Background: an optimization exercise with open tools, aiming at a short achievable clock period and few clock cycles. Do not read the settings as production practice. The RTL was checked by simulation tests, not by an equivalence proof against the original design. Power and IR drop assume default switching activity.

`config.mk`:
```
export PLATFORM = sky130hd
export DESIGN_NAME = tau800_core
export DESIGN_NICKNAME = tau800_core
export VERILOG_FILES = /design/flow/design.v
export SDC_FILE = /design/flow/constraint.sdc
export NUM_CORES = 4
export LEC_CHECK = 0
export CAP_MARGIN = 20
export CORE_MARGIN = 2
export CORE_UTILIZATION = 50
export PLACE_DENSITY = 0.65
export SLEW_MARGIN = 20
```
`constraint.sdc`:
```
create_clock -name core_clock -period 12.0 [get_ports {clk}]
set_input_delay 2.4000 -clock core_clock [delete_from_list [all_inputs] [get_ports {clk}]]
set_output_delay 2.4000 -clock core_clock [all_outputs]
set_load 0.01 [all_outputs]
```
`design.v`:
```
module tau800_alu (
    input  wire [5:0] op,
    input  wire [5:0] s,
    input  wire [5:0] d,
    input  wire       cin,
    output reg  [5:0] res,
    output reg        n,
    output reg        v,
    output reg        z,
    output reg        c,
    output reg        wr_nvz,    
    output reg        wr_c       
);
    wire [6:0] add_r = {1'b0, d} + {1'b0, s} + {6'b0, cin};
    wire [6:0] sub_r = {1'b0, d} + {1'b0, ~s} + {6'b0, cin};
    always @(*) begin
        res    = 6'd0;
        c      = cin;
        wr_nvz = 1'b1;
        wr_c   = 1'b0;
        case (op)
            6'h01: res = s;                          
            6'h03: res = d;                          
            6'h04: res = s;                          
            6'h10: begin res = add_r[5:0]; c = add_r[6]; wr_c = 1'b1; end   
            6'h11, 6'h20: begin res = sub_r[5:0]; c = sub_r[6]; wr_c = 1'b1; end  
            6'h17, 6'h21: res = d & s;               
            6'h18: res = d | s;                      
            6'h19: res = d ^ s;                      
            6'h1a: res = ~d;                         
            6'h1b: begin res = {d[4:0], 1'b0}; c = d[5]; wr_c = 1'b1; end  
            6'h1c, 6'h1d: res = {cin, d[5:1]};       
            6'h1e: res = d + 6'd1;                   
            6'h1f: res = d - 6'd1;                   
            default: wr_nvz = 1'b0;
        endcase
        n = res[5];
        z = (res == 6'd0);
        v = wr_c && (op != 6'h1b) ? (c ^ res[5]) : res[5];
    end
endmodule
module tau800_alu_m1 (
    input  wire [5:0] s,
    input  wire [5:0] d,
    output wire [8:0] m0,        
    output wire [8:0] m1,        
    output wire [5:0] ncorr,     
    output wire [2:0] q_hi,      
    output wire [2:0] r_mid,     
    output wire [7:0] s3,        
    output wire [8:0] s5,        
    output wire [8:0] s7         
);
    assign m0    = d * s[2:0];
    assign m1    = d * s[5:3];
    assign ncorr = 6'd0 - ((d[5] ? s : 6'd0) + (s[5] ? d : 6'd0));
    assign s3    = {2'b0, s} + {1'b0, s, 1'b0};
    assign s5    = {3'b0, s} + {1'b0, s, 2'b0};
    assign s7    = {s, 3'b0} - {3'b0, s};
    wire s_lt8 = (s[5:3] == 3'd0) && (s[2:0] != 3'd0);
    assign q_hi  = s_lt8 ? (d[5:3] / s[2:0]) : 3'd0;
    assign r_mid = s_lt8 ? (d[5:3] % s[2:0]) : d[5:3];
endmodule
module tau800_alu_m2 (
    input  wire [2:0] sel,       
    input  wire [5:0] s,
    input  wire [5:0] d,
    input  wire [8:0] m0,
    input  wire [8:0] m1,
    input  wire [5:0] ncorr,
    input  wire [2:0] q_hi,
    input  wire [2:0] r_mid,
    input  wire [7:0] s3,
    input  wire [8:0] s5,
    input  wire [8:0] s7,
    output reg  [5:0] res
);
    wire [11:0] p  = {3'd0, m0} + {m1, 3'd0};
    wire [11:0] ps = {3'd0, m0} + {m1, 3'd0} + {ncorr, 6'd0};
    wire [5:0] x = {r_mid, d[2:0]};
    wire [8:0] mul [1:7];
    assign mul[1] = {3'b0, s};
    assign mul[2] = {2'b0, s, 1'b0};
    assign mul[3] = {1'b0, s3};
    assign mul[4] = {1'b0, s, 2'b0};
    assign mul[5] = s5;
    assign mul[6] = {s3, 1'b0};
    assign mul[7] = s7;
    reg [7:0] ge;
    reg [2:0] q_lo;
    reg [5:0] rem;
    integer k;
    always @(*) begin
        ge[0] = 1'b1;
        for (k = 1; k < 8; k = k + 1)
            ge[k] = ({3'b0, x} >= mul[k]);
        q_lo = {ge[4], ge[6] | (ge[2] & ~ge[4]),
                ge[7] | (ge[5] & ~ge[6]) | (ge[3] & ~ge[4]) | (ge[1] & ~ge[2])};
        rem = x;
        for (k = 1; k < 8; k = k + 1)
            if (ge[k]) rem = x - mul[k][5:0];
        case (sel)
            3'd0:    res = p[5:0];
            3'd1:    res = p[11:6];
            3'd2:    res = ps[11:6];
            3'd3:    res = {q_hi, q_lo};
            default: res = rem;
        endcase
    end
endmodule
module tau800_decode (
    input  wire [5:0] op,
    output reg        known,
    output reg  [2:0] fmt,       
    output reg  [1:0] dst_role   
);
    localparam F_N = 3'd0, F_J = 3'd1, F_R = 3'd2, F_U = 3'd3, F_B = 3'd4;
    localparam RD = 2'd0, WR = 2'd1, RMW = 2'd2;
    always @(*) begin
        known    = 1'b1;
        fmt      = F_N;
        dst_role = RD;
        case (op)
            6'h00, 6'h38, 6'h39, 6'h3e, 6'h3f: fmt = F_N;
            6'h30, 6'h37:                      fmt = F_J;
            6'h31, 6'h32, 6'h33, 6'h34, 6'h35, 6'h36: fmt = F_R;
            6'h03: begin fmt = F_U; dst_role = RD;  end
            6'h04: begin fmt = F_U; dst_role = WR;  end
            6'h1a, 6'h1b, 6'h1c, 6'h1d, 6'h1e, 6'h1f: begin fmt = F_U; dst_role = RMW; end
            6'h01: begin fmt = F_B; dst_role = WR;  end
            6'h10, 6'h11, 6'h12, 6'h13, 6'h14, 6'h15, 6'h16,
            6'h17, 6'h18, 6'h19:               begin fmt = F_B; dst_role = RMW; end
            6'h20, 6'h21:                      begin fmt = F_B; dst_role = RD;  end
            default: known = 1'b0;
        endcase
    end
endmodule
module tau800_core (
    input  wire        clk,
    input  wire        rst,         
    output reg         mem_req,
    output reg         mem_we,
    output reg  [11:0] mem_addr,
    output reg  [5:0]  mem_wdata,
    input  wire        mem_ack,
    input  wire [5:0]  mem_rdata,
    output reg         halted,
    output reg  [2:0]  fault,
    output wire [5:0]  reg_a,
    output wire [5:0]  reg_bh,
    output wire [5:0]  reg_bl,
    output wire [5:0]  reg_ch,
    output wire [5:0]  reg_cl,
    output wire [5:0]  reg_x,
    output wire [11:0] pc_o,
    output wire [11:0] sp_o,
    output wire [3:0]  flags_o      
);
    localparam [11:0] PC_RESET = 12'h080;
    localparam [11:0] SP_RESET = 12'h03F;
    localparam F_N = 3'd0, F_J = 3'd1, F_R = 3'd2, F_U = 3'd3, F_B = 3'd4;
    localparam RD = 2'd0, WR = 2'd1;
    localparam K_REG = 3'd0, K_ABS = 3'd1, K_ABSX = 3'd2, K_IND = 3'd3, K_IMM = 3'd4;
    localparam FLT_OPCODE = 3'd1, FLT_KIND = 3'd2, FLT_IMMDST = 3'd3,
               FLT_TIMM = 3'd4, FLT_REG = 3'd5, FLT_TIME = 3'd6;
    localparam [4:0]
        S_OP    = 5'd0,  S_MODE  = 5'd1,  S_PAY   = 5'd2,  S_T0    = 5'd3,
        S_T1    = 5'd4,  S_PTRLO = 5'd5,  S_PTRHI = 5'd6,  S_VAL   = 5'd7,
        S_POP   = 5'd8,  S_GAP   = 5'd9,  S_WR    = 5'd10, S_J0    = 5'd11,
        S_J1    = 5'd12, S_CAL0  = 5'd13, S_CAL1  = 5'd14, S_RET0  = 5'd15,
        S_RET1  = 5'd16, S_BR    = 5'd17, S_HALT  = 5'd18, S_GAP2  = 5'd19, S_HALTING = 5'd20;
    reg [4:0]  state;
    reg [5:0]  regs [0:5];
    reg [11:0] pc, sp, pc_start;
    reg        fn, fv, fz, fc;
    reg [5:0]  op, opq;             
    reg        pfv;                 
    reg [2:0]  ksrc, kdst;          
    reg        tbit;
    reg [2:0]  mflt;                
    reg        opi;                 
    reg        sub;                 
    reg [5:0]  plo;                 
    reg [2:0]  hflt;                
    reg [11:0] addr [0:1];          
    reg [5:0]  ptrlo;
    reg [2:0]  ridx;                
    reg [5:0]  sval, dval;
    reg        tlo_nz;
    reg [5:0]  jlo, rhi;
    reg [11:0] tgt;
    reg        push;                
    reg        ex_pend;             
    reg        ex_gap;              
    localparam CB = 5, CN = 32;
    reg [CN-1:0] c_valid;
    reg [11-CB:0] c_tag [0:CN-1];
    reg [5:0]  c_mode [0:CN-1];
    reg [5:0]  c_slo [0:CN-1];
    reg [5:0]  c_shi [0:CN-1];
    reg [5:0]  c_dlo [0:CN-1];
    reg [5:0]  c_dhi [0:CN-1];
    reg [11:0] c_npc [0:CN-1];
    reg [11:0] lo_b, hi_b;
    reg        ehit;                
    reg [5:0]  e_mode, e_slo, e_shi, e_dlo, e_dhi;
    reg [11:0] e_npc;
    reg [5:0]  mode, pw_slo, pw_shi, pw_dlo, pw_dhi;
    reg        ex2_pend;            
    reg        ex2_gap, ex2_wreg;
    reg [2:0]  ex2_sel;
    reg [8:0]  ex2_m0, ex2_m1;
    reg [5:0]  ex2_ncorr;
    reg [2:0]  ex2_q, ex2_r;
    reg [7:0]  ex2_s3;
    reg [8:0]  ex2_s5, ex2_s7;
    assign reg_a   = regs[0];
    assign reg_bh  = regs[1];
    assign reg_bl  = regs[2];
    assign reg_ch  = regs[3];
    assign reg_cl  = regs[4];
    assign reg_x   = regs[5];
    assign pc_o    = pc;
    assign sp_o    = sp;
    assign flags_o = {fn, fv, fz, fc};
    wire       known;
    wire [2:0] fmt;
    wire [1:0] dst_role;
    tau800_decode u_dec (.op(op), .known(known), .fmt(fmt), .dst_role(dst_role));
    wire is_b   = (fmt == F_B);
    wire is_psh = (op == 6'h03);
    wire is_pop = (op == 6'h04);
    wire is_mov = (op == 6'h01);
    wire is_dm  = (op == 6'h15) || (op == 6'h16);
    wire is_slow = (op >= 6'h12) && (op <= 6'h16);
    wire [5:0] opw = (state == S_WR) ? opq : mem_rdata;
    wire       w_known;
    wire [2:0] w_fmt;
    wire [1:0] w_role;
    tau800_decode u_decw (.op(opw), .known(w_known), .fmt(w_fmt), .dst_role(w_role));
    wire [4:0] code = mem_rdata[4:0];
    reg  [2:0] m_ks, m_kd;
    reg        m_bad;
    always @(*) begin
        m_ks = K_IMM; m_kd = K_IMM; m_bad = 1'b0;
        if (is_b) begin
            m_bad = (code > 5'd24);
            case (code)
                5'd0:  begin m_ks = 3'd0; m_kd = 3'd0; end
                5'd1:  begin m_ks = 3'd1; m_kd = 3'd0; end
                5'd2:  begin m_ks = 3'd2; m_kd = 3'd0; end
                5'd3:  begin m_ks = 3'd3; m_kd = 3'd0; end
                5'd4:  begin m_ks = 3'd4; m_kd = 3'd0; end
                5'd5:  begin m_ks = 3'd0; m_kd = 3'd1; end
                5'd6:  begin m_ks = 3'd1; m_kd = 3'd1; end
                5'd7:  begin m_ks = 3'd2; m_kd = 3'd1; end
                5'd8:  begin m_ks = 3'd3; m_kd = 3'd1; end
                5'd9:  begin m_ks = 3'd4; m_kd = 3'd1; end
                5'd10: begin m_ks = 3'd0; m_kd = 3'd2; end
                5'd11: begin m_ks = 3'd1; m_kd = 3'd2; end
                5'd12: begin m_ks = 3'd2; m_kd = 3'd2; end
                5'd13: begin m_ks = 3'd3; m_kd = 3'd2; end
                5'd14: begin m_ks = 3'd4; m_kd = 3'd2; end
                5'd15: begin m_ks = 3'd0; m_kd = 3'd3; end
                5'd16: begin m_ks = 3'd1; m_kd = 3'd3; end
                5'd17: begin m_ks = 3'd2; m_kd = 3'd3; end
                5'd18: begin m_ks = 3'd3; m_kd = 3'd3; end
                5'd19: begin m_ks = 3'd4; m_kd = 3'd3; end
                5'd20: begin m_ks = 3'd0; m_kd = 3'd4; end
                5'd21: begin m_ks = 3'd1; m_kd = 3'd4; end
                5'd22: begin m_ks = 3'd2; m_kd = 3'd4; end
                5'd23: begin m_ks = 3'd3; m_kd = 3'd4; end
                5'd24: begin m_ks = 3'd4; m_kd = 3'd4; end
                default: ;
            endcase
        end else begin
            m_bad = (code > 5'd4);
            m_kd  = code[2:0];
        end
    end
    wire [2:0] m_flt = m_bad                                   ? FLT_KIND   :
                       (m_kd == K_IMM && dst_role != RD)       ? FLT_IMMDST :
                       (mem_rdata[5] && m_kd == K_IMM &&
                        (!is_b || m_ks == K_IMM))              ? FLT_TIMM   : 3'd0;
    reg  [2:0] e_ks, e_kd;
    always @(*) begin
        e_ks = K_IMM; e_kd = K_IMM;
        if (is_b) begin
            case (e_mode[4:0])
                5'd0:  begin e_ks = 3'd0; e_kd = 3'd0; end
                5'd1:  begin e_ks = 3'd1; e_kd = 3'd0; end
                5'd2:  begin e_ks = 3'd2; e_kd = 3'd0; end
                5'd3:  begin e_ks = 3'd3; e_kd = 3'd0; end
                5'd4:  begin e_ks = 3'd4; e_kd = 3'd0; end
                5'd5:  begin e_ks = 3'd0; e_kd = 3'd1; end
                5'd6:  begin e_ks = 3'd1; e_kd = 3'd1; end
                5'd7:  begin e_ks = 3'd2; e_kd = 3'd1; end
                5'd8:  begin e_ks = 3'd3; e_kd = 3'd1; end
                5'd9:  begin e_ks = 3'd4; e_kd = 3'd1; end
                5'd10: begin e_ks = 3'd0; e_kd = 3'd2; end
                5'd11: begin e_ks = 3'd1; e_kd = 3'd2; end
                5'd12: begin e_ks = 3'd2; e_kd = 3'd2; end
                5'd13: begin e_ks = 3'd3; e_kd = 3'd2; end
                5'd14: begin e_ks = 3'd4; e_kd = 3'd2; end
                5'd15: begin e_ks = 3'd0; e_kd = 3'd3; end
                5'd16: begin e_ks = 3'd1; e_kd = 3'd3; end
                5'd17: begin e_ks = 3'd2; e_kd = 3'd3; end
                5'd18: begin e_ks = 3'd3; e_kd = 3'd3; end
                5'd19: begin e_ks = 3'd4; e_kd = 3'd3; end
                5'd20: begin e_ks = 3'd0; e_kd = 3'd4; end
                5'd21: begin e_ks = 3'd1; e_kd = 3'd4; end
                5'd22: begin e_ks = 3'd2; e_kd = 3'd4; end
                5'd23: begin e_ks = 3'd3; e_kd = 3'd4; end
                default: begin e_ks = 3'd4; e_kd = 3'd4; end
            endcase
        end else
            e_kd = e_mode[2:0];
    end
    reg [5:0] e_sr, e_dr;           
    always @(*) begin
        case (e_slo[2:0])
            3'd0: e_sr = regs[0];
            3'd1: e_sr = regs[1];
            3'd2: e_sr = regs[2];
            3'd3: e_sr = regs[3];
            3'd4: e_sr = regs[4];
            default: e_sr = regs[5];
        endcase
        case (e_dlo[2:0])
            3'd0: e_dr = regs[0];
            3'd1: e_dr = regs[1];
            3'd2: e_dr = regs[2];
            3'd3: e_dr = regs[3];
            3'd4: e_dr = regs[4];
            default: e_dr = regs[5];
        endcase
    end
    wire [5:0]  e_sv = (e_ks == K_REG) ? e_sr : e_slo;
    wire [5:0]  e_dv = (e_kd == K_REG) ? e_dr : e_dlo;
    wire [11:0] e_a0 = {e_shi, e_slo} + ((e_ks == K_ABSX) ? {6'd0, regs[5]} : 12'd0);
    wire [11:0] e_a1 = {e_dhi, e_dlo} + ((e_kd == K_ABSX) ? {6'd0, regs[5]} : 12'd0);
    wire [CB-1:0] lidx  = pc[CB-1:0];
    wire          l_hit = c_valid[lidx] && (c_tag[lidx] == pc[11:CB]);
    wire src_mem = is_b && (ksrc == K_ABS || ksrc == K_ABSX || ksrc == K_IND);
    wire dst_mem = (kdst == K_ABS || kdst == K_ABSX || kdst == K_IND);
    wire dst_rd  = (dst_role != WR);
    wire dst_acc = dst_mem && (dst_rd || kdst == K_IND);
    wire [5:0] alu_res;
    wire       alu_n, alu_v, alu_z, alu_c, alu_wr_nvz, alu_wr_c;
    tau800_alu u_alu (
        .op(op), .s(sval), .d(dval), .cin(fc),
        .res(alu_res), .n(alu_n), .v(alu_v), .z(alu_z), .c(alu_c),
        .wr_nvz(alu_wr_nvz), .wr_c(alu_wr_c)
    );
    wire [8:0] m1_m0, m1_m1;
    wire [5:0] m1_ncorr;
    wire [2:0] m1_q, m1_r;
    wire [7:0] m1_s3;
    wire [8:0] m1_s5, m1_s7;
    tau800_alu_m1 u_m1 (.s(sval), .d(dval), .m0(m1_m0), .m1(m1_m1), .ncorr(m1_ncorr),
                        .q_hi(m1_q), .r_mid(m1_r), .s3(m1_s3), .s5(m1_s5), .s7(m1_s7));
    wire [5:0] m2_res;
    tau800_alu_m2 u_m2 (.sel(ex2_sel), .s(sval), .d(dval), .m0(ex2_m0), .m1(ex2_m1),
                        .ncorr(ex2_ncorr), .q_hi(ex2_q), .r_mid(ex2_r),
                        .s3(ex2_s3), .s5(ex2_s5), .s7(ex2_s7), .res(m2_res));
    wire ex2_skip = (ex2_sel[2] || ex2_sel == 3'd3) && (sval == 6'd0);
    reg br_taken;
    always @(*) begin
        case (op)
            6'h31:   br_taken = ~fc;
            6'h32:   br_taken =  fc;
            6'h33:   br_taken = ~fz;
            6'h34:   br_taken =  fz;
            6'h35:   br_taken = ~fn;
            6'h36:   br_taken =  fn;
            default: br_taken = 1'b0;
        endcase
    end
    reg [5:0] rsel;
    always @(*) begin
        case (mem_rdata[2:0])
            3'd0: rsel = regs[0];
            3'd1: rsel = regs[1];
            3'd2: rsel = regs[2];
            3'd3: rsel = regs[3];
            3'd4: rsel = regs[4];
            3'd5: rsel = regs[5];
            default: rsel = 6'd0;
        endcase
    end
    wire        xfer   = mem_req && mem_ack;
    wire [11:0] pc1    = pc + 12'd1;
    wire [11:0] sp1    = sp + 12'd1;
    wire [11:0] spm1   = sp - 12'd1;
    wire [6:0]  lox    = {1'b0, plo} + {1'b0, regs[5]};
    wire [11:0] a_abs  = {mem_rdata, plo};
    wire [11:0] a_absx = {mem_rdata + {5'd0, lox[6]}, lox[5:0]};
    wire [11:0] a_now  = (((opi ? kdst : ksrc) == K_ABSX) ? a_absx : a_abs);
    wire [11:0] br_tgt = pc1 + {{6{mem_rdata[5]}}, mem_rdata};
    wire [11:0] a_inc  = addr[opi] + 12'd1;
    wire [11:0] ptr_t  = {mem_rdata, ptrlo};
    integer i;
    wire wflush   = mem_req && mem_we && (mem_addr >= lo_b) && (mem_addr < hi_b);
    wire        f_pay  = (state == S_PAY) && pl_last && !tbit;
    wire        f_t1   = (state == S_T1);
    wire        f_j1   = (state == S_J1);
    wire        f_en   = f_pay || f_t1 || f_j1;
    wire [CB-1:0] f_idx = pc_start[CB-1:0];
    wire        f_ok   = xfer && (pc1 > pc_start) &&
                         (f_pay ? !(mflt != 3'd0 || (kcur == K_REG && mem_rdata > 6'd5)) :
                          f_t1  ? !(tlo_nz || mem_rdata != 6'd0) : 1'b1);
    wire [5:0]  f_slo  = f_j1 ? jlo : pw_slo;
    wire [5:0]  f_shi  = f_j1 ? mem_rdata : pw_shi;
    wire [5:0]  f_dlo  = (f_pay && !sub) ? mem_rdata : pw_dlo;
    wire [5:0]  f_dhi  = (f_pay && sub) ? mem_rdata : pw_dhi;
    always @(posedge clk) begin
        if (f_en) begin
            c_tag[f_idx]  <= pc_start[11:CB];
            c_mode[f_idx] <= mode;
            c_slo[f_idx]  <= f_slo;
            c_shi[f_idx]  <= f_shi;
            c_dlo[f_idx]  <= f_dlo;
            c_dhi[f_idx]  <= f_dhi;
            c_npc[f_idx]  <= pc1;
        end
    end
    wire [2:0] kcur     = opi ? kdst : ksrc;
    wire       kcur_mem = (kcur == K_ABS || kcur == K_ABSX || kcur == K_IND);
    wire       pl_last  = (opi || !is_b) && (!kcur_mem || sub);
    wire       need_src = src_mem;
    wire       need_dst = dst_acc;
    task go_complete(input dmem, input [11:0] a1, input [11:0] pcn);
        begin
            ex_pend <= !is_pop;
            ex_gap  <= 1'b0;
            if (is_pop) begin
                mem_addr <= sp1;
                state    <= S_POP;
            end else if (is_psh) begin
                mem_addr <= sp;
                mem_we   <= 1'b1;
                state    <= S_WR;
            end else if (dmem && is_mov) begin
                mem_addr <= a1;
                mem_we   <= 1'b1;
                state    <= S_WR;
            end else if (dmem && dst_role != RD && !(is_dm && sval == 6'd0)) begin
                mem_addr <= pcn;
                ex_gap   <= 1'b1;
                state    <= S_GAP;
            end else begin
                mem_addr <= pcn;
                state    <= S_OP;
            end
        end
    endtask
    task go_access(input [2:0] ks, input [2:0] kd, input [11:0] a0, input [11:0] a1,
                   input [11:0] pcn);
        begin
            if (is_b && (ks == K_ABS || ks == K_ABSX || ks == K_IND)) begin
                opi      <= 1'b0;
                mem_addr <= a0;
                state    <= (ks == K_IND) ? S_PTRLO : S_VAL;
            end else if ((kd == K_ABS || kd == K_ABSX || kd == K_IND) && (dst_rd || kd == K_IND)) begin
                opi      <= 1'b1;
                mem_addr <= a1;
                state    <= (kd == K_IND) ? S_PTRLO : S_VAL;
            end else
                go_complete(kd == K_ABS || kd == K_ABSX || kd == K_IND, a1, pcn);
        end
    endtask
    task decode_op(input [5:0] w, input wk, input [2:0] wf, input [11:0] pa);
        begin
            pc       <= pa;
            mem_addr <= (w == 6'h3f) ? sp1 : pa;
            if (!wk) begin
                hflt  <= FLT_OPCODE;
                state <= S_HALTING;
            end else begin
                case (wf)
                    F_N: begin
                        case (w)
                            6'h38: fc <= 1'b0;
                            6'h39: fc <= 1'b1;
                            default: ;
                        endcase
                        hflt <= 3'd0;
                        if (w == 6'h3e)      state <= S_HALTING;
                        else if (w == 6'h3f) state <= S_RET0;
                        else                 state <= S_OP;
                    end
                    F_J:     state <= S_J0;
                    F_R:     state <= S_BR;
                    default: state <= S_MODE;
                endcase
            end
        end
    endtask
    always @(posedge clk) begin
        if (rst) begin
            state    <= S_OP;
            pc       <= PC_RESET;
            sp       <= SP_RESET;
            for (i = 0; i < 6; i = i + 1) regs[i] <= 6'd0;
            fn <= 1'b0; fv <= 1'b0; fz <= 1'b0; fc <= 1'b0;
            halted   <= 1'b0;
            fault    <= 3'd0;
            mem_req  <= 1'b1;
            mem_we   <= 1'b0;
            mem_addr <= PC_RESET;
            ex_pend  <= 1'b0;
            ex_gap   <= 1'b0;
            ex2_pend <= 1'b0;
            pfv      <= 1'b0;
            c_valid  <= {CN{1'b0}};
            lo_b     <= 12'hfff;
            hi_b     <= 12'h000;
            ehit     <= 1'b0;
        end else begin
            if (state == S_OP || state == S_GAP) begin
                ehit   <= l_hit;
                e_mode <= c_mode[lidx];
                e_slo  <= c_slo[lidx];
                e_shi  <= c_shi[lidx];
                e_dlo  <= c_dlo[lidx];
                e_dhi  <= c_dhi[lidx];
                e_npc  <= c_npc[lidx];
            end
            if (wflush) begin
                c_valid <= {CN{1'b0}};
                lo_b    <= 12'hfff;
                hi_b    <= 12'h000;
                ehit    <= 1'b0;
            end else if (f_en) begin
                c_valid[f_idx] <= f_ok;
                if (pc_start < lo_b) lo_b <= pc_start;
                if (pc1 > hi_b)      hi_b <= pc1;
            end
            ex2_pend <= 1'b0;
            if (ex_pend) begin
                ex_pend <= 1'b0;
                if (is_slow) begin
                    ex2_pend  <= 1'b1;
                    ex2_gap   <= ex_gap;
                    ex2_wreg  <= (kdst == K_REG);
                    ex2_sel   <= op[2:0] - 3'd2;
                    ex2_m0    <= m1_m0;
                    ex2_m1    <= m1_m1;
                    ex2_ncorr <= m1_ncorr;
                    ex2_q     <= m1_q;
                    ex2_r     <= m1_r;
                    ex2_s3    <= m1_s3;
                    ex2_s5    <= m1_s5;
                    ex2_s7    <= m1_s7;
                end else begin
                    if (alu_wr_nvz) begin
                        fn <= alu_n; fv <= alu_v; fz <= alu_z;
                    end
                    if (alu_wr_c) fc <= alu_c;
                    if (kdst == K_REG && dst_role != RD)
                        regs[ridx] <= alu_res;
                    if (ex_gap)
                        mem_wdata <= alu_res;
                end
            end
            if (ex2_pend && !ex2_skip) begin
                fn <= m2_res[5]; fv <= m2_res[5]; fz <= (m2_res == 6'd0);
                if (ex2_wreg) regs[ridx] <= m2_res;
                if (ex2_gap)  mem_wdata <= m2_res;
            end
            case (state)
                S_OP: begin
                    op       <= mem_rdata;
                    pc_start <= pc;
                    if (xfer) decode_op(mem_rdata, w_known, w_fmt, pc1);
                end
                S_HALTING: if (xfer) begin
                    halted  <= 1'b1;
                    fault   <= hflt;
                    pc      <= pc_start;
                    mem_req <= 1'b0;
                    mem_we  <= 1'b0;
                    state   <= S_HALT;
                end
                S_MODE: if (ehit) begin
                    ksrc      <= e_ks;
                    kdst      <= e_kd;
                    tbit      <= 1'b0;
                    mflt      <= 3'd0;
                    sval      <= e_sv;
                    dval      <= e_dv;
                    ridx      <= e_dlo[2:0];
                    addr[0]   <= e_a0;
                    addr[1]   <= e_a1;
                    mem_wdata <= is_psh ? e_dv : e_sv;
                    push      <= is_psh;
                    if (xfer && !ex2_pend) begin
                        pc <= e_npc;
                        go_access(e_ks, e_kd, e_a0, e_a1, e_npc);
                    end
                end else begin
                    mode <= mem_rdata;
                    ksrc <= m_ks;
                    kdst <= m_kd;
                    tbit <= mem_rdata[5];
                    mflt <= m_flt;
                    opi  <= !is_b;
                    sub  <= 1'b0;
                    if (xfer) begin
                        pc       <= pc1;
                        mem_addr <= pc1;
                        state    <= S_PAY;
                    end
                end
                S_PAY: begin
                    case ({opi, sub})
                        2'b00:   pw_slo <= mem_rdata;
                        2'b01:   pw_shi <= mem_rdata;
                        2'b10:   pw_dlo <= mem_rdata;
                        default: pw_dhi <= mem_rdata;
                    endcase
                    if (!sub) plo <= mem_rdata;
                    else      addr[opi] <= a_now;
                    if (!opi)
                        sval <= (ksrc == K_REG) ? rsel : mem_rdata;
                    else begin
                        dval <= (kdst == K_REG) ? rsel : mem_rdata;
                        ridx <= mem_rdata[2:0];
                    end
                    mem_wdata <= is_psh ? ((kdst == K_REG) ? rsel : mem_rdata) : sval;
                    push      <= is_psh;
                    if (xfer) begin
                        pc       <= pc1;
                        mem_addr <= pc1;
                        if (mflt != 3'd0 || (kcur == K_REG && mem_rdata > 6'd5)) begin
                            hflt  <= (mflt != 3'd0) ? mflt : FLT_REG;
                            state <= S_HALTING;
                        end else if (!pl_last) begin
                            if (kcur_mem && !sub)
                                sub <= 1'b1;
                            else begin
                                opi <= 1'b1;
                                sub <= 1'b0;
                            end
                        end else if (tbit)
                            state <= S_T0;
                        else begin
                            go_access(ksrc, kdst, addr[0], a_now, pc1);
                        end
                    end
                end
                S_T0: begin
                    tlo_nz <= (mem_rdata != 6'd0);
                    if (xfer) begin
                        pc       <= pc1;
                        mem_addr <= pc1;
                        state    <= S_T1;
                    end
                end
                S_T1: begin
                    mem_wdata <= is_psh ? dval : sval;
                    if (xfer) begin
                        pc       <= pc1;
                        mem_addr <= pc1;
                        if (tlo_nz || mem_rdata != 6'd0) begin
                            hflt  <= FLT_TIME;
                            state <= S_HALTING;
                        end else begin
                            go_access(ksrc, kdst, addr[0], addr[1], pc1);
                        end
                    end
                end
                S_PTRLO: begin
                    ptrlo <= mem_rdata;
                    if (xfer) begin
                        mem_addr <= a_inc;
                        state    <= S_PTRHI;
                    end
                end
                S_PTRHI: begin
                    addr[opi] <= ptr_t;
                    mem_wdata <= sval;
                    if (xfer) begin
                        if (!opi || dst_rd) begin
                            mem_addr <= ptr_t;
                            state    <= S_VAL;
                        end else
                            go_complete(1'b1, ptr_t, pc);
                    end
                end
                S_VAL: begin
                    if (!opi) sval <= mem_rdata;
                    else      dval <= mem_rdata;
                    mem_wdata <= mem_rdata;
                    if (xfer) begin
                        if (!opi && need_dst) begin
                            opi      <= 1'b1;
                            mem_addr <= addr[1];
                            state    <= (kdst == K_IND) ? S_PTRLO : S_VAL;
                        end else
                            go_complete(dst_mem, addr[1], pc);
                    end
                end
                S_POP: begin
                    sval      <= mem_rdata;
                    mem_wdata <= mem_rdata;
                    push      <= 1'b0;
                    if (xfer) begin
                        sp      <= sp1;
                        ex_pend <= 1'b1;
                        ex_gap  <= 1'b0;
                        if (dst_mem) begin
                            mem_addr <= addr[1];
                            mem_we   <= 1'b1;
                            state    <= S_WR;
                        end else begin
                            mem_addr <= pc;
                            state    <= S_OP;
                        end
                    end
                end
                S_GAP: begin
                    opq  <= mem_rdata;
                    pfv  <= (pc != addr[1]);
                    push <= 1'b0;
                    if (pc != addr[1]) pc_start <= pc;
                    if (xfer) begin
                        if (pc != addr[1]) pc <= pc1;
                        mem_addr <= addr[1];
                        if (is_slow) begin
                            mem_req <= 1'b0;
                            state   <= S_GAP2;
                        end else begin
                            mem_we <= 1'b1;
                            state  <= S_WR;
                        end
                    end
                end
                S_GAP2: begin
                    mem_req <= 1'b1;
                    mem_we  <= 1'b1;
                    state   <= S_WR;
                end
                S_WR: begin
                    if (pfv) op <= opq;
                    if (xfer) begin
                        mem_we <= 1'b0;
                        pfv    <= 1'b0;
                        if (push) sp <= spm1;
                        if (pfv)
                            decode_op(opq, w_known, w_fmt, pc);
                        else begin
                            mem_addr <= pc;
                            state    <= S_OP;
                        end
                    end
                end
                S_J0: if (ehit) begin
                    tgt       <= {e_shi, e_slo};
                    mem_wdata <= e_npc[5:0];
                    if (xfer) begin
                        if (op == 6'h37) begin
                            pc       <= e_npc;
                            mem_addr <= sp;
                            mem_we   <= 1'b1;
                            state    <= S_CAL0;
                        end else begin
                            pc       <= {e_shi, e_slo};
                            mem_addr <= {e_shi, e_slo};
                            state    <= S_OP;
                        end
                    end
                end else begin
                    pw_slo <= mem_rdata;
                    jlo    <= mem_rdata;
                    if (xfer) begin
                        pc       <= pc1;
                        mem_addr <= pc1;
                        state    <= S_J1;
                    end
                end
                S_J1: begin
                    pw_shi    <= mem_rdata;
                    tgt       <= {mem_rdata, jlo};
                    mem_wdata <= pc1[5:0];
                    if (xfer) begin
                        if (op == 6'h37) begin
                            pc       <= pc1;
                            mem_addr <= sp;
                            mem_we   <= 1'b1;
                            state    <= S_CAL0;
                        end else begin
                            pc       <= {mem_rdata, jlo};
                            mem_addr <= {mem_rdata, jlo};
                            state    <= S_OP;
                        end
                    end
                end
                S_CAL0: if (xfer) begin
                    sp        <= spm1;
                    mem_addr  <= spm1;
                    mem_wdata <= pc[11:6];
                    state     <= S_CAL1;
                end
                S_CAL1: if (xfer) begin
                    sp       <= spm1;
                    mem_we   <= 1'b0;
                    pc       <= tgt;
                    mem_addr <= tgt;
                    state    <= S_OP;
                end
                S_RET0: begin
                    rhi <= mem_rdata;
                    if (xfer) begin
                        sp       <= sp1;
                        mem_addr <= sp + 12'd2;
                        state    <= S_RET1;
                    end
                end
                S_RET1: if (xfer) begin
                    sp       <= sp1;
                    pc       <= {rhi, mem_rdata};
                    mem_addr <= {rhi, mem_rdata};
                    state    <= S_OP;
                end
                S_BR: if (xfer && !ex2_pend) begin
                    if (br_taken) begin
                        pc       <= br_tgt;
                        mem_addr <= br_tgt;
                    end else begin
                        pc       <= pc1;
                        mem_addr <= pc1;
                    end
                    state <= S_OP;
                end
                default: ;    
            endcase
        end
    end
endmodule
```
`flow/run.sh`:
```
#!/bin/bash
set -euo pipefail
bash standard.sh SETUP_SLACK_MARGIN=7 finish > flow_make.log 2>&1
```
`standard.sh`:
```
#!/bin/bash
# synth_recipe.tcl (not shown) runs the flow's synth.tcl, then flattens the netlist and writes it again
# the make line also repeats each setting of config.mk as NAME=value (left out here)
make -C /OpenROAD-flow-scripts/flow DESIGN_CONFIG=/design/flow/config.mk WORK_HOME=/design/flow/orfs CLKGATE_MAP_FILE= SYNTH_SCRIPT=/design/flow/synth_recipe.tcl "${@:-finish}"
```
==> impl_results.md, run 1 <==
- Outcome: complete, no violations
- Routability Congestion: 1.03
- Final worst slack: 6.96 ns
- Hold_buf cts: 0
- Static leakage: 0.0353 uW
- Startpoint Class: input pin
- Commonest cells post-synth: edfxtp_1, mux4_2, nand2_1
- Crit path required time: 12.73 ns
- PwrDens: 206 nW/um2
- Initial core utilization: 50.4%
- Number of max-cap violations: 0
- Die Span X: 437 um
- Unique masters post-synth: 107
- I/O pin count: 97
- Critical path fanouts, max: 20
- Post-synth top area share: 58.4%
- Slew at the pin closest to its max-slew limit: 1.18 ns
- CP arrival: 5.76 ns
- Fin nets: 6958
- RSZ-0062 raised after global routing: false
- Core ar.: 186000 um2
- Relative slew slack: 20.6%
- # fillers: 14400
- Seq cells post-synth: 1945
- Die span in y: 437 um
- Clock Latency Late Sink: 0.87 ns
- Drt pass-1 iters: 11
- CTS tree: done
- Setup Skew: 0.0275 ns
- Maximum clock rate: 199 MHz
- Crit path capture type: register
- Post-synth EDFFs: 1822
- Post-synthesis cell area: 93600 um2
- Antenna viol nets, final: 0
- GR Overflow Total: 0
- Yosys warnings: 4
- Setup Viol. Count Final: 0
- Largest net degree at the start of global routing: 144
- DR vias: 63800
- # rows: 158
- Reg2Reg Depth: 18
- Setup CP Type: input pin to register
- Clock root cell: clkbuf_16
- Final period util: 42.0%
- Leading area contributor after synthesis: edfxtp_1
- Final slew viol count: 0
- IO Port Bufs: 96
- Total wire length: 338000 um
- Final HPWL DP: 212000 um
- CTS sink count: 1945
- Overall fraction of global-route tracks in use: 34.9%
- Hold Path Class: register to register
- Average routed wire per standard cell: 36.2 um
- Post-synthesis cell count: 6483
- Top cells by area, synth: edfxtp_1, mux4_2, ha_1
- Initial antenna violation count: 10
- Syn Nets: 6756
- Ys async rst share: 0%
- H-tree depth: 4
- Pre-CTS WS: 5.52 ns
- Avg Cell Area, Syn: 14.4 um2
- Main flop type after synthesis: edfxtp_1
- Iteration-0 DRC Markers: 9748
- DRC Markers: 0
- Most common cell in the netlist: edfxtp_1
- Area grow syn2layout: 13.2%
- TritonCTS Buffers: 195
- Hold Vio Cnt, Final: 0
- Share of post-route cells with drive strength above 1: 19.4%
- First-pass GRT wire length: 470000 um
- Vias per cell: 6.84
- Register area share after synthesis: 61.1%
- Setup TNS: 0 ns
- Worst-path clk slew: 0.06 ns
- Die Footprint: 191000 um2
- Post-route minimum period: 5.04 ns
- Vias in the first global route: 61000
- Bufs on Longest Clock Path: 3
- WHS Path Cells: 2
- Maximum VDD drop: 0.174 mV
==> cell usage in the layout (no fill, tap or decap), types with 37 or more instances in the layout <==
| master | instances |
|---|---|
| edfxtp_1 | 1822 |
| mux4_2 | 494 |
| nand2_1 | 435 |
| nor2_1 | 398 |
| a21oi_1 | 322 |
| o21ai_0 | 288 |
| buf_4 | 268 |
| ha_1 | 230 |
| clkbuf_16 | 201 |
| inv_1 | 199 |
| xnor2_1 | 124 |
| dfxtp_1 | 116 |
| nand3_1 | 115 |
| nor3_1 | 95 |
| clkdlybuf4s50_1 | 89 |
| mux2i_1 | 85 |
| mux2_2 | 74 |
| a211oi_1 | 72 |
| a21o_1 | 64 |
| a221oi_1 | 52 |
| nor2b_1 | 51 |
| xor2_1 | 48 |
| nand2b_1 | 48 |
| nand4_1 | 43 |
| o22ai_1 | 43 |
| o211ai_1 | 42 |
| o221ai_1 | 42 |
| a31oi_1 | 41 |
| a22oi_1 | 40 |
| clkinv_2 | 37 |
==> worst max-delay path, cell delays in order <==
cell and delay, ns:
buf_2 0.47, buf_4 0.45, ha_1 0.28, o21a_1 0.15, o31a_1 0.19, a21oi_1 0.06
nand2_1 0.07, o21ai_0 0.08, a222oi_1 0.92, a32oi_1 0.30, mux2i_1 0.28, nor2_1 0.08
==> final timing paths <==
check                from           to  slack, ns
min reg2reg    c_valid[4]   c_valid[4]       0.47
max          mem_rdata[4]     register       6.96
min            c_valid[4]   c_valid[4]       0.47
max reg2reg     e_mode[0]  mem_addr[9]       7.13
==> routing by layer <==
layer | track usage (%) | vias to the layer above | routed length (um) | share of wire (%)
met2 | 52.2 | 4209 | 150000 | 44
li1 | - | 26100 | - | -
met4 | 18.3 | 8 | 21600 | 6.4
met5 | 0 | - | 54 | 0.016
met3 | 7.42 | 932 | 36500 | 11
met1 | 48.3 | 32500 | 130000 | 38
==> area by class of cell <==
type / instances / area, um2 / share of cell area (%)
flip-flops and latches: 1945 / 57200 / 54.0
multi-input cells: 3945 / 34700 / 32.8
repair buffers: 392 / 3450 / 3.25
diodes: 3 / 7.51 / 0.00709
well taps: 2480 / 3100 / 2.93
clock inverters: 118 / 1490 / 1.40
clock buffers: 241 / 5220 / 4.93
inverters: 206 / 778 / 0.735
==> stage by stage <==
| step | utilization [%] | power [uW] | cells | area, um2 | hold WS, ns |
|---|---|---|---|---|---|
| floorplan | - | 12800 | 6483 | 93600 | 0.433 |
| detailed placement | 53.0 | 15200 | 8899 | 98300 | 0.462 |
| global placement | 52.9 | 15200 | 8896 | 98200 | 0.459 |
| CTS | 56.8 | 21600 | 9299 | 106000 | 0.470 |
| global route | 57.1 | 22500 | 9329 | 106000 | 0.492 |
| finish | 57.1 | 21800 | 9330 | 106000 | 0.471 |
==> flip-flops by register name (all words and copies together), names as in the netlist, 9 cells and up, named ones only <==
signal    count
regs         36
tgt          12
c_npc       384
e_npc        12
pc_start     12
addr         24
sp           12
c_slo       192
c_tag       224
pc           12
c_shi       192
mem_addr     12
ex2_m0        9
c_dlo       192
ex2_m1        9
c_dhi       192
c_valid      32
lo_b         12
c_mode      160
hi_b         12
==> power by group <==
group	leakage (uW)	internal [uW]	switching (uW)	total (uW)
logic	0.0145	2620	4280	6900
registers	0.0175	8050	486	8540
clock network	0.00326	3710	2690	6400
total	0.0353	14400	7460	21800
==> what timing repair did <==
| action | 4_1_cts | 5_1_grt |
|---|---|---|
| setup buffers | 40 | 19 |
| setup endpoints to repair | 1000 | 379 |
| gates cloned | 1 | 2 |
| gates resized for setup | 21 | 24 |
| pin swaps | 21 | 5 |
==> logic make-up after synthesis <==
group / share of synthesized area, %
DFF: 61.1
buffers and inverters: 2.49
muxes: 13.7
adders and majority gates: 3.78
and+or+nand+nor: 7.56
AOI/OAI and AO/OA: 9.76
xor gates and xnor gates: 1.65
Testbench counts, summed over its fixed seeds: cycles 362,581.
==> run 2: changes to the inputs <==
--- a/design.v
+++ b/design.v
@@ -396,7 +396,11 @@
     wire [11:0] a_abs  = {mem_rdata, plo};
     wire [11:0] a_absx = {mem_rdata + {5'd0, lox[6]}, lox[5:0]};
     wire [11:0] a_now  = (((opi ? kdst : ksrc) == K_ABSX) ? a_absx : a_abs);
-    wire [11:0] br_tgt = pc1 + {{6{mem_rdata[5]}}, mem_rdata};
+    wire [6:0]  br_lo  = {1'b0, pc1[5:0]} + {1'b0, mem_rdata};
+    wire [5:0]  br_hp  = pc1[11:6] + 6'd1;
+    wire [5:0]  br_hm  = pc1[11:6] - 6'd1;
+    wire [5:0]  br_hi  = (br_lo[6] == mem_rdata[5]) ? pc1[11:6] : (br_lo[6] ? br_hp : br_hm);
+    wire [11:0] br_tgt = {br_hi, br_lo[5:0]};
     wire [11:0] a_inc  = addr[opi] + 12'd1;
     wire [11:0] ptr_t  = {mem_rdata, ptrlo};
     integer i;
@@ -497,344 +501,343 @@
         end
     endtask
     always @(posedge clk) begin
-        if (rst) begin
-            state    <= S_OP;
-            pc       <= PC_RESET;
-            sp       <= SP_RESET;
-            for (i = 0; i < 6; i = i + 1) regs[i] <= 6'd0;
-            fn <= 1'b0; fv <= 1'b0; fz <= 1'b0; fc <= 1'b0;
-            halted   <= 1'b0;
-            fault    <= 3'd0;
-            mem_req  <= 1'b1;
-            mem_we   <= 1'b0;
-            mem_addr <= PC_RESET;
-            ex_pend  <= 1'b0;
-            ex_gap   <= 1'b0;
-            ex2_pend <= 1'b0;
-            pfv      <= 1'b0;
-            c_valid  <= {CN{1'b0}};
-            lo_b     <= 12'hfff;
-            hi_b     <= 12'h000;
-            ehit     <= 1'b0;
-        end else begin
-            if (state == S_OP || state == S_GAP) begin
-                ehit   <= l_hit;
-                e_mode <= c_mode[lidx];
-                e_slo  <= c_slo[lidx];
-                e_shi  <= c_shi[lidx];
-                e_dlo  <= c_dlo[lidx];
-                e_dhi  <= c_dhi[lidx];
-                e_npc  <= c_npc[lidx];
-            end
-            if (wflush) begin
-                c_valid <= {CN{1'b0}};
-                lo_b    <= 12'hfff;
-                hi_b    <= 12'h000;
-                ehit    <= 1'b0;
-            end else if (f_en) begin
-                c_valid[f_idx] <= f_ok;
-                if (pc_start < lo_b) lo_b <= pc_start;
-                if (pc1 > hi_b)      hi_b <= pc1;
+        if (state == S_OP || state == S_GAP) begin
+            ehit   <= l_hit;
+            e_mode <= c_mode[lidx];
+            e_slo  <= c_slo[lidx];
+            e_shi  <= c_shi[lidx];
+            e_dlo  <= c_dlo[lidx];
+            e_dhi  <= c_dhi[lidx];
+            e_npc  <= c_npc[lidx];
+        end
+        if (wflush) begin
+            c_valid <= {CN{1'b0}};
+            lo_b    <= 12'hfff;
+            hi_b    <= 12'h000;
+            ehit    <= 1'b0;
+        end else if (f_en) begin
+            c_valid[f_idx] <= f_ok;
+            if (pc_start < lo_b) lo_b <= pc_start;
+            if (pc1 > hi_b)      hi_b <= pc1;
+        end
+        ex2_pend <= 1'b0;
+        if (ex_pend) begin
+            ex_pend <= 1'b0;
+            if (is_slow) begin
+                ex2_pend  <= 1'b1;
+                ex2_gap   <= ex_gap;
+                ex2_wreg  <= (kdst == K_REG);
+                ex2_sel   <= op[2:0] - 3'd2;
+                ex2_m0    <= m1_m0;
+                ex2_m1    <= m1_m1;
+                ex2_ncorr <= m1_ncorr;
+                ex2_q     <= m1_q;
+                ex2_r     <= m1_r;
+                ex2_s3    <= m1_s3;
+                ex2_s5    <= m1_s5;
+                ex2_s7    <= m1_s7;
+            end else begin
+                if (alu_wr_nvz) begin
+                    fn <= alu_n; fv <= alu_v; fz <= alu_z;
+                end
+                if (alu_wr_c) fc <= alu_c;
+                if (kdst == K_REG && dst_role != RD)
+                    regs[ridx] <= alu_res;
+                if (ex_gap)
+                    mem_wdata <= alu_res;
             end
-            ex2_pend <= 1'b0;
-            if (ex_pend) begin
-                ex_pend <= 1'b0;
-                if (is_slow) begin
-                    ex2_pend  <= 1'b1;
-                    ex2_gap   <= ex_gap;
-                    ex2_wreg  <= (kdst == K_REG);
-                    ex2_sel   <= op[2:0] - 3'd2;
-                    ex2_m0    <= m1_m0;
-                    ex2_m1    <= m1_m1;
-                    ex2_ncorr <= m1_ncorr;
-                    ex2_q     <= m1_q;
-                    ex2_r     <= m1_r;
-                    ex2_s3    <= m1_s3;
-                    ex2_s5    <= m1_s5;
-                    ex2_s7    <= m1_s7;
-                end else begin
-                    if (alu_wr_nvz) begin
-                        fn <= alu_n; fv <= alu_v; fz <= alu_z;
-                    end
-                    if (alu_wr_c) fc <= alu_c;
-                    if (kdst == K_REG && dst_role != RD)
-                        regs[ridx] <= alu_res;
-                    if (ex_gap)
-                        mem_wdata <= alu_res;
-                end
-            end
-            if (ex2_pend && !ex2_skip) begin
-                fn <= m2_res[5]; fv <= m2_res[5]; fz <= (m2_res == 6'd0);
-                if (ex2_wreg) regs[ridx] <= m2_res;
-                if (ex2_gap)  mem_wdata <= m2_res;
-            end
-            case (state)
-                S_OP: begin
-                    op       <= mem_rdata;
-                    pc_start <= pc;
-                    if (xfer) decode_op(mem_rdata, w_known, w_fmt, pc1);
-                end
-                S_HALTING: if (xfer) begin
-                    halted  <= 1'b1;
-                    fault   <= hflt;
-                    pc      <= pc_start;
-                    mem_req <= 1'b0;
-                    mem_we  <= 1'b0;
-                    state   <= S_HALT;
-                end
-                S_MODE: if (ehit) begin
-                    ksrc      <= e_ks;
-                    kdst      <= e_kd;
-                    tbit      <= 1'b0;
-                    mflt      <= 3'd0;
-                    sval      <= e_sv;
-                    dval      <= e_dv;
-                    ridx      <= e_dlo[2:0];
-                    addr[0]   <= e_a0;
-                    addr[1]   <= e_a1;
-                    mem_wdata <= is_psh ? e_dv : e_sv;
-                    push      <= is_psh;
-                    if (xfer && !ex2_pend) begin
-                        pc <= e_npc;
-                        go_access(e_ks, e_kd, e_a0, e_a1, e_npc);
-                    end
-                end else begin
-                    mode <= mem_rdata;
-                    ksrc <= m_ks;
-                    kdst <= m_kd;
-                    tbit <= mem_rdata[5];
-                    mflt <= m_flt;
-                    opi  <= !is_b;
-                    sub  <= 1'b0;
-                    if (xfer) begin
-                        pc       <= pc1;
-                        mem_addr <= pc1;
-                        state    <= S_PAY;
-                    end
+        end
+        if (ex2_pend && !ex2_skip) begin
+            fn <= m2_res[5]; fv <= m2_res[5]; fz <= (m2_res == 6'd0);
+            if (ex2_wreg) regs[ridx] <= m2_res;
+            if (ex2_gap)  mem_wdata <= m2_res;
+        end
+        case (state)
+            S_OP: begin
+                op       <= mem_rdata;
+                pc_start <= pc;
+                if (xfer) decode_op(mem_rdata, w_known, w_fmt, pc1);
+            end
+            S_HALTING: if (xfer) begin
+                halted  <= 1'b1;
+                fault   <= hflt;
+                pc      <= pc_start;
+                mem_req <= 1'b0;
+                mem_we  <= 1'b0;
+                state   <= S_HALT;
+            end
+            S_MODE: if (ehit) begin
+                ksrc      <= e_ks;
+                kdst      <= e_kd;
+                tbit      <= 1'b0;
+                mflt      <= 3'd0;
+                sval      <= e_sv;
+                dval      <= e_dv;
+                ridx      <= e_dlo[2:0];
+                addr[0]   <= e_a0;
+                addr[1]   <= e_a1;
+                mem_wdata <= is_psh ? e_dv : e_sv;
+                push      <= is_psh;
+                if (xfer && !ex2_pend) begin
+                    pc <= e_npc;
+                    go_access(e_ks, e_kd, e_a0, e_a1, e_npc);
                 end
-                S_PAY: begin
-                    case ({opi, sub})
-                        2'b00:   pw_slo <= mem_rdata;
-                        2'b01:   pw_shi <= mem_rdata;
-                        2'b10:   pw_dlo <= mem_rdata;
-                        default: pw_dhi <= mem_rdata;
-                    endcase
-                    if (!sub) plo <= mem_rdata;
-                    else      addr[opi] <= a_now;
-                    if (!opi)
-                        sval <= (ksrc == K_REG) ? rsel : mem_rdata;
-                    else begin
-                        dval <= (kdst == K_REG) ? rsel : mem_rdata;
-                        ridx <= mem_rdata[2:0];
-                    end
-                    mem_wdata <= is_psh ? ((kdst == K_REG) ? rsel : mem_rdata) : sval;
-                    push      <= is_psh;
-                    if (xfer) begin
-                        pc       <= pc1;
-                        mem_addr <= pc1;
-                        if (mflt != 3'd0 || (kcur == K_REG && mem_rdata > 6'd5)) begin
-                            hflt  <= (mflt != 3'd0) ? mflt : FLT_REG;
-                            state <= S_HALTING;
-                        end else if (!pl_last) begin
-                            if (kcur_mem && !sub)
-                                sub <= 1'b1;
-                            else begin
-                                opi <= 1'b1;
-                                sub <= 1'b0;
-                            end
-                        end else if (tbit)
-                            state <= S_T0;
+            end else begin
+                mode <= mem_rdata;
+                ksrc <= m_ks;
+                kdst <= m_kd;
+                tbit <= mem_rdata[5];
+                mflt <= m_flt;
+                opi  <= !is_b;
+                sub  <= 1'b0;
+                if (xfer) begin
+                    pc       <= pc1;
+                    mem_addr <= pc1;
+                    state    <= S_PAY;
+                end
+            end
+            S_PAY: begin
+                case ({opi, sub})
+                    2'b00:   pw_slo <= mem_rdata;
+                    2'b01:   pw_shi <= mem_rdata;
+                    2'b10:   pw_dlo <= mem_rdata;
+                    default: pw_dhi <= mem_rdata;
+                endcase
+                if (!sub) plo <= mem_rdata;
+                else      addr[opi] <= a_now;
+                if (!opi)
+                    sval <= (ksrc == K_REG) ? rsel : mem_rdata;
+                else begin
+                    dval <= (kdst == K_REG) ? rsel : mem_rdata;
+                    ridx <= mem_rdata[2:0];
+                end
+                mem_wdata <= is_psh ? ((kdst == K_REG) ? rsel : mem_rdata) : sval;
+                push      <= is_psh;
+                if (xfer) begin
+                    pc       <= pc1;
+                    mem_addr <= pc1;
+                    if (mflt != 3'd0 || (kcur == K_REG && mem_rdata > 6'd5)) begin
+                        hflt  <= (mflt != 3'd0) ? mflt : FLT_REG;
+                        state <= S_HALTING;
+                    end else if (!pl_last) begin
+                        if (kcur_mem && !sub)
+                            sub <= 1'b1;
                         else begin
-                            go_access(ksrc, kdst, addr[0], a_now, pc1);
+                            opi <= 1'b1;
+                            sub <= 1'b0;
                         end
+                    end else if (tbit)
+                        state <= S_T0;
+                    else begin
+                        go_access(ksrc, kdst, addr[0], a_now, pc1);
                     end
                 end
-                S_T0: begin
-                    tlo_nz <= (mem_rdata != 6'd0);
-                    if (xfer) begin
-                        pc       <= pc1;
-                        mem_addr <= pc1;
-                        state    <= S_T1;
-                    end
-                end
-                S_T1: begin
-                    mem_wdata <= is_psh ? dval : sval;
-                    if (xfer) begin
-                        pc       <= pc1;
-                        mem_addr <= pc1;
-                        if (tlo_nz || mem_rdata != 6'd0) begin
-                            hflt  <= FLT_TIME;
-                            state <= S_HALTING;
-                        end else begin
-                            go_access(ksrc, kdst, addr[0], addr[1], pc1);
-                        end
-                    end
+            end
+            S_T0: begin
+                tlo_nz <= (mem_rdata != 6'd0);
+                if (xfer) begin
+                    pc       <= pc1;
+                    mem_addr <= pc1;
+                    state    <= S_T1;
                 end
-                S_PTRLO: begin
-                    ptrlo <= mem_rdata;
-                    if (xfer) begin
-                        mem_addr <= a_inc;
-                        state    <= S_PTRHI;
+            end
+            S_T1: begin
+                mem_wdata <= is_psh ? dval : sval;
+                if (xfer) begin
+                    pc       <= pc1;
+                    mem_addr <= pc1;
+                    if (tlo_nz || mem_rdata != 6'd0) begin
+                        hflt  <= FLT_TIME;
+                        state <= S_HALTING;
+                    end else begin
+                        go_access(ksrc, kdst, addr[0], addr[1], pc1);
                     end
                 end
-                S_PTRHI: begin
-                    addr[opi] <= ptr_t;
-                    mem_wdata <= sval;
-                    if (xfer) begin
-                        if (!opi || dst_rd) begin
-                            mem_addr <= ptr_t;
-                            state    <= S_VAL;
-                        end else
-                            go_complete(1'b1, ptr_t, pc);
-                    end
+            end
+            S_PTRLO: begin
+                ptrlo <= mem_rdata;
+                if (xfer) begin
+                    mem_addr <= a_inc;
+                    state    <= S_PTRHI;
                 end
-                S_VAL: begin
-                    if (!opi) sval <= mem_rdata;
-                    else      dval <= mem_rdata;
-                    mem_wdata <= mem_rdata;
-                    if (xfer) begin
-                        if (!opi && need_dst) begin
-                            opi      <= 1'b1;
-                            mem_addr <= addr[1];
-                            state    <= (kdst == K_IND) ? S_PTRLO : S_VAL;
-                        end else
-                            go_complete(dst_mem, addr[1], pc);
-                    end
+            end
+            S_PTRHI: begin
+                addr[opi] <= ptr_t;
+                mem_wdata <= sval;
+                if (xfer) begin
+                    if (!opi || dst_rd) begin
+                        mem_addr <= ptr_t;
+                        state    <= S_VAL;
+                    end else
+                        go_complete(1'b1, ptr_t, pc);
                 end
-                S_POP: begin
-                    sval      <= mem_rdata;
-                    mem_wdata <= mem_rdata;
-                    push      <= 1'b0;
-                    if (xfer) begin
-                        sp      <= sp1;
-                        ex_pend <= 1'b1;
-                        ex_gap  <= 1'b0;
-                        if (dst_mem) begin
-                            mem_addr <= addr[1];
-                            mem_we   <= 1'b1;
-                            state    <= S_WR;
-                        end else begin
-                            mem_addr <= pc;
-                            state    <= S_OP;
-                        end
-                    end
+            end
+            S_VAL: begin
+                if (!opi) sval <= mem_rdata;
+                else      dval <= mem_rdata;
+                mem_wdata <= mem_rdata;
+                if (xfer) begin
+                    if (!opi && need_dst) begin
+                        opi      <= 1'b1;
+                        mem_addr <= addr[1];
+                        state    <= (kdst == K_IND) ? S_PTRLO : S_VAL;
+                    end else
+                        go_complete(dst_mem, addr[1], pc);
                 end
-                S_GAP: begin
-                    opq  <= mem_rdata;
-                    pfv  <= (pc != addr[1]);
-                    push <= 1'b0;
-                    if (pc != addr[1]) pc_start <= pc;
-                    if (xfer) begin
-                        if (pc != addr[1]) pc <= pc1;
+            end
+            S_POP: begin
+                sval      <= mem_rdata;
+                mem_wdata <= mem_rdata;
+                push      <= 1'b0;
+                if (xfer) begin
+                    sp      <= sp1;
+                    ex_pend <= 1'b1;
+                    ex_gap  <= 1'b0;
+                    if (dst_mem) begin
                         mem_addr <= addr[1];
-                        if (is_slow) begin
-                            mem_req <= 1'b0;
-                            state   <= S_GAP2;
-                        end else begin
-                            mem_we <= 1'b1;
-                            state  <= S_WR;
-                        end
+                        mem_we   <= 1'b1;
+                        state    <= S_WR;
+                    end else begin
+                        mem_addr <= pc;
+                        state    <= S_OP;
                     end
                 end
-                S_GAP2: begin
-                    mem_req <= 1'b1;
-                    mem_we  <= 1'b1;
-                    state   <= S_WR;
-                end
-                S_WR: begin
-                    if (pfv) op <= opq;
-                    if (xfer) begin
-                        mem_we <= 1'b0;
-                        pfv    <= 1'b0;
-                        if (push) sp <= spm1;
-                        if (pfv)
-                            decode_op(opq, w_known, w_fmt, pc);
-                        else begin
-                            mem_addr <= pc;
-                            state    <= S_OP;
-                        end
+            end
+            S_GAP: begin
+                opq  <= mem_rdata;
+                pfv  <= (pc != addr[1]);
+                push <= 1'b0;
+                if (pc != addr[1]) pc_start <= pc;
+                if (xfer) begin
+                    if (pc != addr[1]) pc <= pc1;
+                    mem_addr <= addr[1];
+                    if (is_slow) begin
+                        mem_req <= 1'b0;
+                        state   <= S_GAP2;
+                    end else begin
+                        mem_we <= 1'b1;
+                        state  <= S_WR;
                     end
                 end
-                S_J0: if (ehit) begin
-                    tgt       <= {e_shi, e_slo};
-                    mem_wdata <= e_npc[5:0];
-                    if (xfer) begin
-                        if (op == 6'h37) begin
-                            pc       <= e_npc;
-                            mem_addr <= sp;
-                            mem_we   <= 1'b1;
-                            state    <= S_CAL0;
-                        end else begin
-                            pc       <= {e_shi, e_slo};
-                            mem_addr <= {e_shi, e_slo};
-                            state    <= S_OP;
-                        end
-                    end
-                end else begin
-                    pw_slo <= mem_rdata;
-                    jlo    <= mem_rdata;
-                    if (xfer) begin
-                        pc       <= pc1;
-                        mem_addr <= pc1;
-                        state    <= S_J1;
+            end
+            S_GAP2: begin
+                mem_req <= 1'b1;
+                mem_we  <= 1'b1;
+                state   <= S_WR;
+            end
+            S_WR: begin
+                if (pfv) op <= opq;
+                if (xfer) begin
+                    mem_we <= 1'b0;
+                    pfv    <= 1'b0;
+                    if (push) sp <= spm1;
+                    if (pfv)
+                        decode_op(opq, w_known, w_fmt, pc);
+                    else begin
+                        mem_addr <= pc;
+                        state    <= S_OP;
                     end
                 end
-                S_J1: begin
-                    pw_shi    <= mem_rdata;
-                    tgt       <= {mem_rdata, jlo};
-                    mem_wdata <= pc1[5:0];
-                    if (xfer) begin
-                        if (op == 6'h37) begin
-                            pc       <= pc1;
-                            mem_addr <= sp;
-                            mem_we   <= 1'b1;
-                            state    <= S_CAL0;
-                        end else begin
-                            pc       <= {mem_rdata, jlo};
-                            mem_addr <= {mem_rdata, jlo};
-                            state    <= S_OP;
-                        end
+            end
+            S_J0: if (ehit) begin
+                tgt       <= {e_shi, e_slo};
+                mem_wdata <= e_npc[5:0];
+                if (xfer) begin
+                    if (op == 6'h37) begin
+                        pc       <= e_npc;
+                        mem_addr <= sp;
+                        mem_we   <= 1'b1;
+                        state    <= S_CAL0;
+                    end else begin
+                        pc       <= {e_shi, e_slo};
+                        mem_addr <= {e_shi, e_slo};
+                        state    <= S_OP;
                     end
                 end
-                S_CAL0: if (xfer) begin
-                    sp        <= spm1;
-                    mem_addr  <= spm1;
-                    mem_wdata <= pc[11:6];
-                    state     <= S_CAL1;
-                end
-                S_CAL1: if (xfer) begin
-                    sp       <= spm1;
-                    mem_we   <= 1'b0;
-                    pc       <= tgt;
-                    mem_addr <= tgt;
-                    state    <= S_OP;
-                end
-                S_RET0: begin
-                    rhi <= mem_rdata;
-                    if (xfer) begin
-                        sp       <= sp1;
-                        mem_addr <= sp + 12'd2;
-                        state    <= S_RET1;
-                    end
+            end else begin
+                pw_slo <= mem_rdata;
+                jlo    <= mem_rdata;
+                if (xfer) begin
+                    pc       <= pc1;
+                    mem_addr <= pc1;
+                    state    <= S_J1;
                 end
-                S_RET1: if (xfer) begin
-                    sp       <= sp1;
-                    pc       <= {rhi, mem_rdata};
-                    mem_addr <= {rhi, mem_rdata};
-                    state    <= S_OP;
-                end
-                S_BR: if (xfer && !ex2_pend) begin
-                    if (br_taken) begin
-                        pc       <= br_tgt;
-                        mem_addr <= br_tgt;
-                    end else begin
+            end
+            S_J1: begin
+                pw_shi    <= mem_rdata;
+                tgt       <= {mem_rdata, jlo};
+                mem_wdata <= pc1[5:0];
+                if (xfer) begin
+                    if (op == 6'h37) begin
                         pc       <= pc1;
-                        mem_addr <= pc1;
+                        mem_addr <= sp;
+                        mem_we   <= 1'b1;
+                        state    <= S_CAL0;
+                    end else begin
+                        pc       <= {mem_rdata, jlo};
+                        mem_addr <= {mem_rdata, jlo};
+                        state    <= S_OP;
                     end
-                    state <= S_OP;
                 end
-                default: ;    
-            endcase
+            end
+            S_CAL0: if (xfer) begin
+                sp        <= spm1;
+                mem_addr  <= spm1;
+                mem_wdata <= pc[11:6];
+                state     <= S_CAL1;
+            end
+            S_CAL1: if (xfer) begin
+                sp       <= spm1;
+                mem_we   <= 1'b0;
+                pc       <= tgt;
+                mem_addr <= tgt;
+                state    <= S_OP;
+            end
+            S_RET0: begin
+                rhi <= mem_rdata;
+                if (xfer) begin
+                    sp       <= sp1;
+                    mem_addr <= sp + 12'd2;
+                    state    <= S_RET1;
+                end
+            end
+            S_RET1: if (xfer) begin
+                sp       <= sp1;
+                pc       <= {rhi, mem_rdata};
+                mem_addr <= {rhi, mem_rdata};
+                state    <= S_OP;
+            end
+            S_BR: if (xfer && !ex2_pend) begin
+                if (br_taken) begin
+                    pc       <= br_tgt;
+                    mem_addr <= br_tgt;
+                end else begin
+                    pc       <= pc1;
+                    mem_addr <= pc1;
+                end
+                state <= S_OP;
+            end
+            default: ;    
+        endcase
+        if (rst) begin
+            state    <= S_OP;
+            pc       <= PC_RESET;
+            sp       <= SP_RESET;
+            for (i = 0; i < 6; i = i + 1) regs[i] <= 6'd0;
+            fn <= 1'b0; fv <= 1'b0; fz <= 1'b0; fc <= 1'b0;
+            halted   <= 1'b0;
+            fault    <= 3'd0;
+            mem_req  <= 1'b1;
+            mem_we   <= 1'b0;
+            mem_addr <= PC_RESET;
+            ex_pend  <= 1'b0;
+            ex_gap   <= 1'b0;
+            ex2_pend <= 1'b0;
+            pfv      <= 1'b0;
+            c_valid  <= {CN{1'b0}};
+            lo_b     <= 12'hfff;
+            hi_b     <= 12'h000;
+            ehit     <= 1'b0;
         end
     end
 endmodule
==> flow/run.sh (replaced) <==
#!/bin/bash
set -euo pipefail
bash standard.sh SETUP_SLACK_MARGIN=8.5 finish > flow_make.log 2>&1
==> run 2 against run 1 <==
  * Cell area grew 8.0%
  * Final cell count grew 5.0%
  * Non-clock buffer count grew 398
  * Sequential share of layout area shrank 4.1 points
  * Register-to-register slack gained 0.28 ns
  * Clock power shrank 0.6%
  * Still clean
  * Wire length grew 8.8%
  * First-iteration DRC count grew 3.7%
  * Core utilization grew 4.6 points
  * Clock skew grew 0.065 ns
  * Die area shrank 0.28%
==> impl_results.md, run 2 <==
- Post-synth top area share: 57.3%
- Crit path capture type: register
- Area post-placement: 98800 um2
- H-tree depth: 4
- Crit path required time: 12.74 ns
- Setup Skew: 0.0929 ns
- Area of the multi-input gates: 38100 um2
- Share of post-route cells with drive strength above 1: 32.3%
- Fin nets: 7414
- Worst-path clk slew: 0.07 ns
- Static leakage: 0.0387 uW
- Syn Nets: 6803
- Post-synthesis cell count: 6530
- DR vias: 67600
- Setup CP Type: input pin to register
- Bufs on Longest Clock Path: 3
- Gate power share: 41.4%
- Leading area contributor after synthesis: edfxtp_1
- Largest Register: c_npc
- Slew at the pin closest to its max-slew limit: 1.27 ns
- Yosys warnings: 4
- Post-route minimum period: 4.94 ns
- Post-synthesis cell area: 93400 um2
- Cell Chain, Critical Path: buf_12, buf_12, ha_4, inv_2, fa_2, nand2b_4, a21oi_4, o21a_1, nor2_4, ha_4, buf_4, a21oi_4, o311ai_4, buf_4, buf_6, buf_6, xor2_1, mux2i_1, o21ai_2, o32ai_2, mux2_4, nor2_2
- Most common cell in the netlist: edfxtp_1
- CTS tree: done
- M1 wire length: 138000 um
- # rows: 158
- Antenna viol nets, final: 0
- IO Port Bufs: 96
- Die span in y: 436 um
- Clock root cell: clkbuf_16
- Register area share after synthesis: 60.8%
- DRC Markers: 0
- P_sw: 9850 uW
- Relative slew slack: 14.2%
- I/O pin count: 97
- Top cells by area, synth: edfxtp_1, mux4_2, dfxtp_1
- P_int: 16100 uW
- Clk network pwr share: 24.5%
- # fillers: 14000
- Setup Viol. Count Final: 0
- Outcome: complete, no violations
- Maximum VDD drop: 0.153 mV
- Setup TNS: 0 ns
- Most frequent cells in the layout: edfxtp_1, mux4_2, buf_4, nand2_1, nor2_1
- Largest net degree at the start of global routing: 129
- Hold Vio Cnt, Final: 0
- Main flop type after synthesis: edfxtp_1
run 2: cell count changes in the layout (fill, tap and decap cells not counted), moves of 34 or more:
| cell | change |
|---|---|
| buf_4 | +195 |
| a21oi_1 | -58 |
| o21ai_0 | -52 |
| clkdlybuf4s50_1 | -86 |
| dfxtp_1 | -41 |
| edfxtp_1 | -42 |
| nor2_1 | -41 |
| a21oi_2 | +50 |
| buf_8 | +34 |
| buf_6 | +162 |
| dfxtp_4 | +63 |
| buf_12 | +62 |
run 2: repair_timing:
item | CTS | global route
gates resized for setup | 1255 | 263
endpoints found under the setup margin | 2484 | 1275
gates cloned | 24 | 4
pin swaps | 208 | 183
buffers inserted | 332 | 114
run 2: logic make-up (layout without fill, tap and decap cells):
group	after synthesis	after routing	share of synthesized area, %
adder cells (fa/ha/maj)	264	264	3.80
buffers and inverters	609	1376	2.51
XOR/XNOR	163	163	1.53
AND/OR/NAND/NOR	1477	1481	7.43
AO/OA/AOI/OAI	1402	1407	10.0
flip-flops	1945	1945	60.8
other	0	10	0
multiplexers	670	670	13.9
run 2: per-layer routing:
layer  track usage (%)  vias to the layer above
li1                  -                    27200
met4              18.8                       10
met1              51.4                    34800
met5                 0                        -
met3              8.98                     1098
met2              57.5                     4576
run 2: cell type report:
class | count | share of cell area [%]
diodes | 10 | 0.0219
clock buffers | 240 | 4.54
clock inverters | 124 | 1.29
inverters | 221 | 0.825
multi-input cells | 3985 | 33.3
flip-flops and latches | 1945 | 49.8
well taps | 2480 | 2.71
repair buffers | 790 | 7.46
repair inverters | 1 | 0.00547
run 2: power groups by stage:
stage	combinational (uW)	clock, uW	sequential, uW
after floorplan	5660	0	8750
after global placement	8450	0	9120
after detailed placement	8530	0	9140
after CTS	9870	6400	8880
after global routing	11200	6660	8880
final	10700	6360	8880
run 2: per-stage QoR:
| stage | power (uW) | hold slack, ns | util [%] | worst slack, ns |
|---|---|---|---|---|
| 2_1_floorplan | 14400 | 0.433 | - | 6.76 |
| 3_3_place_gp | 17600 | 0.441 | 53.2 | 5.55 |
| 3_5_place_dp | 17700 | 0.449 | 53.3 | 5.55 |
| 4_1_cts | 25100 | 0.459 | 60.4 | 7.24 |
| 5_1_grt | 26800 | 0.478 | 61.7 | 6.99 |
| 6_report | 26000 | 0.458 | 61.7 | 7.06 |
run 2: worst paths after layout:
path / from / endpoint / slack [ns] / depth (start not counted)
hold / removal: c_valid[4] / c_valid[4] / 0.46 / 2
hold reg to reg: c_valid[4] / c_valid[4] / 0.46 / 2
setup / recovery: mem_rdata[0] / pc[9] / 7.06 / 22
setup reg to reg: state[2] / mem_addr[7] / 7.41 / 13
run 2: critical path: cells and delay by family:
kind | cells | cell delay (ns)
AOI/OAI and AO/OA | 6 | 0.97
and+or+nand+nor | 3 | 0.38
muxes | 2 | 0.38
buffers and inverters | 7 | 0.80
adders and majority gates | 3 | 0.60
xor gates and xnor gates | 1 | 0.13
Testbench counts of run 2, summed over its fixed seeds: cycles 362,581.

Re-timed with assumed drivers on the ports (clkbuf_16 on the clock, buf_2 on other inputs), run 2 has 7.094 ns of setup slack against 7.056 ns with ideal ports, and 6.164 ns once port delays also move by the mid clock arrival of 0.929 ns.
